From an optimization exercise on the open Yosys and OpenROAD flow, aimed at small area, a short achievable clock period and few clock cycles; shortcuts taken in it are not production practice. Only simulation tests tie the RTL to the original design; equivalence was not proved. Power and IR drop assume default switching activity.

**config.mk**
```make
export PLATFORM = sky130hd
export DESIGN_NAME = t1_codec
export DESIGN_NICKNAME = t1_codec
export VERILOG_FILES = /design/flow/design.v
export SDC_FILE = /design/flow/constraint.sdc
export NUM_CORES = 4
export LEC_CHECK = 0
export CAP_MARGIN = 20
export CORE_MARGIN = 2
export CORE_UTILIZATION = 40
export SLEW_MARGIN = 20
```
**constraint.sdc**
```tcl
create_clock -name core_clock -period 4.0 [get_ports {clk}]
set_input_delay 0.8000 -clock core_clock [delete_from_list [all_inputs] [get_ports {clk}]]
set_output_delay 0.8000 -clock core_clock [all_outputs]
set_load 0.01 [all_outputs]
```
**design.v**
```verilog
module t1_crc16_byte (
    input  wire [15:0] crc_in,
    input  wire [7:0]  data,
    output reg  [15:0] crc_out
);
    integer i;
    always @* begin
        crc_out = crc_in ^ {8'h00, data};
        for (i = 0; i < 8; i = i + 1) begin
            if (crc_out[0])
                crc_out = (crc_out >> 1) ^ 16'h8408;
            else
                crc_out = crc_out >> 1;
        end
    end
endmodule
module t1_check (
    input  wire       cksum_ok,
    input  wire [7:0] pcb,
    input  wire [7:0] len,
    input  wire       ns_slave,
    input  wire       ns_master,
    input  wire       orig_chained,
    input  wire [7:0] last_tx_pcb,
    output reg  [2:0] code
);
    wire is_i = (pcb[7] == 1'b0);
    wire is_r = (pcb[7:6] == 2'b10);
    wire [3:0] stype = pcb[3:0];
    reg rsv_ok;
    always @* begin
        if (is_i)      rsv_ok = (pcb & 8'h1F) == 8'h00;
        else if (is_r) rsv_ok = (pcb & 8'h6C) == 8'h00;
        else           rsv_ok = (pcb & 8'h10) == 8'h00;
    end
    reg len_ok;
    always @* begin
        if (len == 8'd255)
            len_ok = 1'b0;
        else if (is_i)
            len_ok = 1'b1;                  
        else if (is_r)
            len_ok = (len == 8'd0);
        else begin
            case (stype)
                4'h1, 4'h3: len_ok = (len == 8'd1);
                4'h0, 4'h2: len_ok = (len == 8'd0);
                4'hF:       len_ok = 1'b1;
                default:    len_ok = 1'b0;
            endcase
        end
    end
    reg seq_ok;
    always @* begin
        if (is_i)
            seq_ok = (pcb[6] == ns_slave);
        else if (is_r)
            seq_ok = orig_chained || (pcb[4] == ns_master);
        else
            seq_ok = 1'b1;
    end
    wire sent_s_req = (last_tx_pcb[7:6] == 2'b11) && !last_tx_pcb[5];
    wire match_ok   = !sent_s_req || (pcb == (last_tx_pcb | 8'h20));
    always @* begin
        if (!cksum_ok)      code = 3'd1;
        else if (!rsv_ok)   code = 3'd2;
        else if (!len_ok)   code = 3'd3;
        else if (!seq_ok)   code = 3'd4;
        else if (!match_ok) code = 3'd5;
        else                code = 3'd0;
    end
endmodule
module t1_tx_framer (
    input  wire       clk,
    input  wire       rst,
    input  wire       in_valid,
    output wire       in_ready,
    input  wire [7:0] in_data,
    input  wire       in_crc,
    output reg        out_valid,
    input  wire       out_ready,
    output reg  [7:0] out_data,
    output reg        out_last
);
    localparam S_NAD  = 3'd0;
    localparam S_PCB  = 3'd1;
    localparam S_LEN  = 3'd2;
    localparam S_DATA = 3'd3;
    localparam S_CK0  = 3'd4;
    localparam S_CK1  = 3'd5;
    reg  [2:0]  state;
    reg         use_crc;
    reg  [7:0]  remaining;
    reg  [15:0] crc_acc;
    reg  [7:0]  lrc_acc;
    wire [15:0] crc_next;
    t1_crc16_byte u_crc (.crc_in(state == S_NAD ? 16'hFFFF : crc_acc),
                         .data(in_data), .crc_out(crc_next));
    wire out_free   = !out_valid || out_ready;
    wire take_input = (state == S_NAD || state == S_PCB || state == S_LEN ||
                       state == S_DATA);
    assign in_ready = take_input && out_free;
    wire in_fire    = in_valid && in_ready;
    always @(posedge clk) begin
        if (rst) begin
            state     <= S_NAD;
            out_valid <= 1'b0;
            out_last  <= 1'b0;
        end else begin
            if (out_valid && out_ready)
                out_valid <= 1'b0;
            if (in_fire) begin
                out_valid <= 1'b1;
                out_data  <= in_data;
                out_last  <= 1'b0;
                crc_acc   <= crc_next;
                case (state)
                    S_NAD: begin
                        use_crc <= in_crc;
                        lrc_acc <= in_data;
                        state   <= S_PCB;
                    end
                    S_PCB: begin
                        lrc_acc <= lrc_acc ^ in_data;
                        state   <= S_LEN;
                    end
                    S_LEN: begin
                        lrc_acc   <= lrc_acc ^ in_data;
                        remaining <= in_data;
                        state     <= (in_data == 8'd0) ? S_CK0 : S_DATA;
                    end
                    default: begin
                        lrc_acc   <= lrc_acc ^ in_data;
                        remaining <= remaining - 8'd1;
                        if (remaining == 8'd1)
                            state <= S_CK0;
                    end
                endcase
            end else if (state == S_CK0 && out_free) begin
                out_valid <= 1'b1;
                if (use_crc) begin
                    out_data <= ~crc_acc[7:0];
                    out_last <= 1'b0;
                    state    <= S_CK1;
                end else begin
                    out_data <= lrc_acc;
                    out_last <= 1'b1;
                    state    <= S_NAD;
                end
            end else if (state == S_CK1 && out_free) begin
                out_valid <= 1'b1;
                out_data  <= ~crc_acc[15:8];
                out_last  <= 1'b1;
                state     <= S_NAD;
            end
        end
    end
endmodule
module t1_rx_deframer (
    input  wire        clk,
    input  wire        rst,
    input  wire        in_valid,
    output wire        in_ready,
    input  wire [7:0]  in_data,
    input  wire        in_crc,
    input  wire        ns_slave,
    input  wire        ns_master,
    input  wire        orig_chained,
    input  wire [7:0]  last_tx_pcb,
    output reg         data_valid,
    input  wire        data_ready,
    output reg  [7:0]  data_out,
    output reg         stat_valid,
    input  wire        stat_ready,
    output reg  [7:0]  stat_nad,
    output reg  [7:0]  stat_pcb,
    output reg  [7:0]  stat_len,
    output wire [1:0]  stat_kind,
    output wire [15:0] stat_cksum,
    output wire [2:0]  stat_code
);
    localparam R_NAD  = 3'd0;
    localparam R_PCB  = 3'd1;
    localparam R_LEN  = 3'd2;
    localparam R_DATA = 3'd3;
    localparam R_CK0  = 3'd4;
    localparam R_CK1  = 3'd5;
    localparam R_STAT = 3'd6;
    reg  [2:0]  state;
    reg         use_crc;
    reg  [7:0]  remaining;
    reg  [15:0] crc_acc;
    reg  [7:0]  lrc_acc;
    reg  [7:0]  ck_lo;
    reg  [7:0]  ck_hi;
    reg         ctx_ns_slave;
    reg         ctx_ns_master;
    reg         ctx_orig_chained;
    reg  [7:0]  ctx_last_tx_pcb;
    wire [15:0] crc_next;
    t1_crc16_byte u_crc (.crc_in(state == R_NAD ? 16'hFFFF : crc_acc),
                         .data(in_data), .crc_out(crc_next));
    wire forward = (state == R_DATA) && (stat_len - remaining != 8'd254);
    assign in_ready = (state == R_STAT) ? 1'b0 :
                      (forward ? (!data_valid || data_ready) : 1'b1);
    wire in_fire = in_valid && in_ready;
    always @(posedge clk) begin
        if (rst) begin
            state      <= R_NAD;
            data_valid <= 1'b0;
            stat_valid <= 1'b0;
        end else begin
            if (data_valid && data_ready)
                data_valid <= 1'b0;
            if (stat_valid && stat_ready) begin
                stat_valid <= 1'b0;
                state      <= R_NAD;
            end
            if (in_fire) begin
                crc_acc <= crc_next;
                case (state)
                    R_NAD: begin
                        stat_nad         <= in_data;
                        lrc_acc          <= in_data;
                        use_crc          <= in_crc;
                        ctx_ns_slave     <= ns_slave;
                        ctx_ns_master    <= ns_master;
                        ctx_orig_chained <= orig_chained;
                        ctx_last_tx_pcb  <= last_tx_pcb;
                        state            <= R_PCB;
                    end
                    R_PCB: begin
                        stat_pcb <= in_data;
                        lrc_acc  <= lrc_acc ^ in_data;
                        state    <= R_LEN;
                    end
                    R_LEN: begin
                        stat_len  <= in_data;
                        remaining <= in_data;
                        lrc_acc   <= lrc_acc ^ in_data;
                        state     <= (in_data == 8'd0) ? R_CK0 : R_DATA;
                    end
                    R_DATA: begin
                        lrc_acc   <= lrc_acc ^ in_data;
                        remaining <= remaining - 8'd1;
                        if (forward) begin
                            data_valid <= 1'b1;
                            data_out   <= in_data;
                        end
                        if (remaining == 8'd1)
                            state <= R_CK0;
                    end
                    R_CK0: begin
                        crc_acc <= crc_acc;
                        ck_lo   <= in_data;
                        ck_hi   <= 8'h00;
                        if (use_crc) begin
                            state <= R_CK1;
                        end else begin
                            state      <= R_STAT;
                            stat_valid <= 1'b1;
                        end
                    end
                    R_CK1: begin
                        crc_acc    <= crc_acc;
                        ck_hi      <= in_data;
                        state      <= R_STAT;
                        stat_valid <= 1'b1;
                    end
                    default: ;
                endcase
            end
        end
    end
    wire cksum_ok = use_crc ? ({ck_hi, ck_lo} == ~crc_acc)
                            : (ck_lo == lrc_acc);
    assign stat_kind  = stat_pcb[7] ? (stat_pcb[6] ? 2'd2 : 2'd1) : 2'd0;
    assign stat_cksum = {ck_hi, ck_lo};
    t1_check u_check (
        .cksum_ok    (cksum_ok),
        .pcb         (stat_pcb),
        .len         (stat_len),
        .ns_slave    (ctx_ns_slave),
        .ns_master   (ctx_ns_master),
        .orig_chained(ctx_orig_chained),
        .last_tx_pcb (ctx_last_tx_pcb),
        .code        (stat_code)
    );
endmodule
module t1_codec (
    input  wire        clk,
    input  wire        rst,
    input  wire        tx_in_valid,
    output wire        tx_in_ready,
    input  wire [7:0]  tx_in_data,
    input  wire        tx_in_crc,
    output wire        tx_out_valid,
    input  wire        tx_out_ready,
    output wire [7:0]  tx_out_data,
    output wire        tx_out_last,
    input  wire        rx_in_valid,
    output wire        rx_in_ready,
    input  wire [7:0]  rx_in_data,
    input  wire        rx_in_crc,
    input  wire        rx_ns_slave,
    input  wire        rx_ns_master,
    input  wire        rx_orig_chained,
    input  wire [7:0]  rx_last_tx_pcb,
    output wire        rx_data_valid,
    input  wire        rx_data_ready,
    output wire [7:0]  rx_data,
    output wire        rx_stat_valid,
    input  wire        rx_stat_ready,
    output wire [7:0]  rx_stat_nad,
    output wire [7:0]  rx_stat_pcb,
    output wire [7:0]  rx_stat_len,
    output wire [1:0]  rx_stat_kind,
    output wire [15:0] rx_stat_cksum,
    output wire [2:0]  rx_stat_code
);
    t1_tx_framer u_tx (
        .clk      (clk),
        .rst      (rst),
        .in_valid (tx_in_valid),
        .in_ready (tx_in_ready),
        .in_data  (tx_in_data),
        .in_crc   (tx_in_crc),
        .out_valid(tx_out_valid),
        .out_ready(tx_out_ready),
        .out_data (tx_out_data),
        .out_last (tx_out_last)
    );
    t1_rx_deframer u_rx (
        .clk         (clk),
        .rst         (rst),
        .in_valid    (rx_in_valid),
        .in_ready    (rx_in_ready),
        .in_data     (rx_in_data),
        .in_crc      (rx_in_crc),
        .ns_slave    (rx_ns_slave),
        .ns_master   (rx_ns_master),
        .orig_chained(rx_orig_chained),
        .last_tx_pcb (rx_last_tx_pcb),
        .data_valid  (rx_data_valid),
        .data_ready  (rx_data_ready),
        .data_out    (rx_data),
        .stat_valid  (rx_stat_valid),
        .stat_ready  (rx_stat_ready),
        .stat_nad    (rx_stat_nad),
        .stat_pcb    (rx_stat_pcb),
        .stat_len    (rx_stat_len),
        .stat_kind   (rx_stat_kind),
        .stat_cksum  (rx_stat_cksum),
        .stat_code   (rx_stat_code)
    );
endmodule
```
**run.sh**
```bash
#!/bin/bash
# synth_recipe.tcl (not shown) runs the flow's synth.tcl, then flattens the netlist and writes it again
# the make line also repeats each setting of config.mk as NAME=value (left out here)
make -C /OpenROAD-flow-scripts/flow DESIGN_CONFIG=/design/flow/config.mk WORK_HOME=/design/flow/orfs CLKGATE_MAP_FILE= SYNTH_SCRIPT=/design/flow/synth_recipe.tcl finish
```
==> metrics.md <==
| Metric | Value |
|---|---|
| ANT cells | 0 |
| Reg power frac | 0.464 |
| Synthesized area per cell | around 12 um^2 |
| Die Y | between 100 and 150 um |
| Worst path slowest cell | clkdlybuf4s50_1 |
| Seq/Total Area, Yosys | 0.588 |
| Worst VDD drop | about 0.30 mV |
| Count of final setup violators | 0 |
| Critical Path, Cell by Cell | inv_1 > ha_1 > nor2b_1 > o211ai_1 > and3_1 > o211ai_1 > o21ai_2 > and2_1 > clkdlybuf4s50_1 |
| Status | finished clean |
| Hold WC Path Type | flip-flop to flip-flop |
| Worst Hold Endpoint | u_tx.out_last |
| Asr flop ratio synth | 0 |
| Pwr dens | between 400 and 500 nW/um^2 |
| Layout area overhead | 26.9% |
| Proportion of layout cells with a drive suffix above 1 | 0.0776 |
| RD Place Congestion | roughly 0.87 |
| Worst-skew pair later-pin latency | 0.42 ns |
| Placed cells | 940 |
| Clock Pin Slew Worst Setup and Hold Paths | 0.06 ns |
| Drc violations | 0 |
| Number of synthesized flops with an enable pin | ~130 |
| Synthesized Nets | roughly 670 |
| DP Area | 8470 um^2 |
| Fmax | 271 MHz |
| Net load switching power | 0.982 mW |
| Finished Cell Area | 9060 um^2 |
| CTS Root Cell | clkbuf_16 |
| Fin cells | between 900 and 1000 |
| Die Span X | roughly 140 um |
| WL per Instance | 17.6 um |
| Lkg Pwr | 3.12 nW |
| Worst Skew | roughly 0.0075 ns |
| Starting DRT DRC Count | 348 |
| First-pass GRT wire length | around 26000 um |
| Reg2reg start | u_rx.remaining[1] |
| Num Clock Sinks | 143 |
| R2R Setup Slk | about 1.1 ns |
| Post-route clock period utilization | 0.923 |
| Die footprint | approximately 19000 um^2 |
| Routed vias/inst | about 5.0 |
| Reg2Reg Depth | 9 |
| Core area | 17400 um^2 |
| Ys flop type | edfxtp_1 |
| RR Endpoint | u_rx.lrc_acc[2] |
| Slew Limit Fails | 0 |
| GRT Total Usage | 0.187 |
| Top delay family on crit path | buffers and inverters |
| Unrepaired setup endpoints after global routing | false |
| Synth Instances | roughly 620 |
| Switching share of power | 0.247 |
| CP Launch Type | flip-flop |
| Most frequent cells in the layout | 133 x edfxtp_1, 102 x clkdlybuf4s50_1, 88 x xnor2_1 |
| TritonCTS buffer count | 17 |
| CTS resizes | 0 |
| Cell mode on critical path | o211ai_1 |
| Netlist Area Pre-Place | between 7000 and 8000 um^2 |
| CTS H-tree lvls | 4 |
| Rows | between 40 and 50 |
| Initial Utilization | 0.411 |
| Clock Path Buffers | 2 |
| CP Max Fanout | 5 |
| Via count | 4902 |
| Pin count of the biggest net entering global routing | 25 |
| CTS tree | done |
| CP Capture Type | output port |
| Clock period minus worst slack | roughly 3.7 ns |
| Setup CP Type | flip-flop to output port |
| Most common cell after layout, fill and taps aside | edfxtp_1 |
| # IOs | just over 100 |
| Peak per-stage delay on the critical path | about 0.54 ns |
| Max-cap viol count | 0 |
| Hold Path Cell Cnt | 2 |
| Worst min-delay path startpoint | u_tx.out_last |
| DR WL met2 | a little over 8000 um |
| Clk pwr share | 0.390 |
| Total Wirelength | approximately 17000 um |
| Total internal power | roughly 3.0 mW |
| Tightest Pin Transition | ~0.86 ns |
| Initial antenna violation count | 0 |
| Routed wl met3 | 779 um |
| Uppermost layer routed | met4 |
| Buffers and inverters on the worst path | 2 |
| Hold_buf cts | 0 |
| Comb pwr share | 0.146 |
| GR Overflow Total | 0 |
| Worst EP arrival | slightly below 3 ns |
| Vias in the first global route | roughly 4800 |
| Nets | about 780 |
| Antenna viol nets, final | 0 |
| Yosys warnings | 4 |
| Met1 WL | 7950 um |
| Setup Buffers After CTS | 0 |
| Synthesized flop and latch total | approximately 140 |
| Setup TNS | 0 ns |
| DP Wirelength | approximately 12000 um |
| Slew headroom | 0.426 |
| IO buf count | 102 |
| Final Hold Fails | 0 |
| 1st-pass router iterations | 5 |
| Yosys cell types | 53 |
| CP required | around 3.2 ns |
==> tightest hold or removal path: stages (launching register included) <==
cell,delay [ns]
dfxtp_1,0.32
a21oi_1,0.12
a2111oi_0,0.07
==> power groups by stage <==
stage          clock network [mW]  registers [mW]  logic (mW)
2_1_floorplan                   0            1.86       0.405
3_3_place_gp                    0            1.88       0.569
3_5_place_dp                    0            1.88       0.581
4_1_cts                      1.58            1.85       0.586
5_1_grt                      1.65            1.86       0.641
6_report                     1.55            1.85       0.583
==> cell families (layout without fill, tap and decap cells) <==
logic type	count (synthesis)	after routing	synth area share
AO/OA/AOI/OAI	90	90	0.0726
flip-flops	143	143	0.588
XOR/XNOR	126	126	0.156
buffers and inverters	36	165	0.0212
AND/OR/NAND/NOR	211	211	0.142
multiplexers	1	1	0.00158
adder cells (fa/ha/maj)	11	11	0.0193
==> Yosys cell counts, types with 11 or more instances <==
master	n	area (um^2)
edfxtp_1	133	3990
a21oi_1	42	210
xor2_1	37	324
nand2_1	58	218
and2_1	12	75.1
nor2_1	76	285
nor3_1	12	60.1
ha_1	11	138
o21ai_0	25	125
inv_1	15	56.3
xnor2_1	88	771
clkbuf_1	14	52.6
==> final cells by class <==
type	instances	area, um^2
tap	225	282
timing repair buffer	118	1140
multi-input combinational	439	2790
fill	1497	8300
clock buffer	24	512
clock inverter	8	78.8
sequential	143	4190
inverter	15	56.3
==> state kept, by name (all words and copies together), names as in the netlist, 3 cells and up <==
register / cells
u_rx.ck_hi: 8
u_rx.ck_lo: 8
u_rx.crc_acc: 16
u_rx.ctx_last_tx_pcb: 8
u_rx.data_out: 8
u_rx.lrc_acc: 8
u_rx.remaining: 8
u_rx.stat_len: 8
u_rx.stat_nad: 8
u_rx.stat_pcb: 8
u_rx.state: 3
u_tx.crc_acc: 16
u_tx.lrc_acc: 8
u_tx.out_data: 8
u_tx.remaining: 8
u_tx.state: 3
==> per-layer routing <==
metal,track usage,vias up
li1,-,2407
met1,0.249,2357
met2,0.312,128
met3,0.0434,10
met4,0.0412,0
met5,0,-
==> per-stage QoR <==
stage | utilization | setup slack [ns] | power [mW] | hold WS [ns]
after floorplan | - | 0.972 | 2.27 | 0.531
after global placement | 0.488 | 0.837 | 2.45 | 0.555
after detailed placement | 0.488 | 0.776 | 2.46 | 0.557
after CTS | 0.522 | 0.317 | 4.02 | 0.567
after global routing | 0.522 | 0.200 | 4.15 | 0.586
final | 0.522 | 0.308 | 3.98 | 0.561
==> worst max-delay path by stage <==
| stage | from | endpoint | slack [ns] | cells past startpoint |
|---|---|---|---|---|
| floorplan | tx_out_ready | u_tx.crc_acc[0] | 0.97 | 6 |
| global placement | u_rx.remaining[1] | rx_in_ready | 0.84 | 9 |
| detailed placement | u_rx.remaining[1] | rx_in_ready | 0.78 | 9 |
| CTS | u_rx.remaining[1] | rx_in_ready | 0.32 | 9 |
| global route | u_rx.remaining[2] | rx_in_ready | 0.20 | 9 |
| finish | u_rx.remaining[1] | rx_in_ready | 0.31 | 9 |
Testbench counts, summed over its fixed seeds: cycles 17,809.

separate check: timing with driven ports:
Ports are ideal in the flow. The routed layout listed here was re-timed in OpenROAD.
Step 1, drivers: a clkbuf_16 drives clk and a buf_2 each remaining input, both assumed.
Step 2 also shifts input and output timing later by t, the mid clock arrival at the registers, as if the neighbouring blocks saw the same clock.
Three values: ideal, step 1, step 2; two values: the first two.
t, ns: 0.457
setup WS [ns]: 0.308 / 0.268 / 0.724
latest minus earliest clock arrival (ns): 0.008 / 0.007
cell pins on the clock port's net: 1
After both steps setup and hold are still met in this run. For this run, drivers alone change the setup slack by -0.040 ns; drivers and shift together by +0.416 ns.
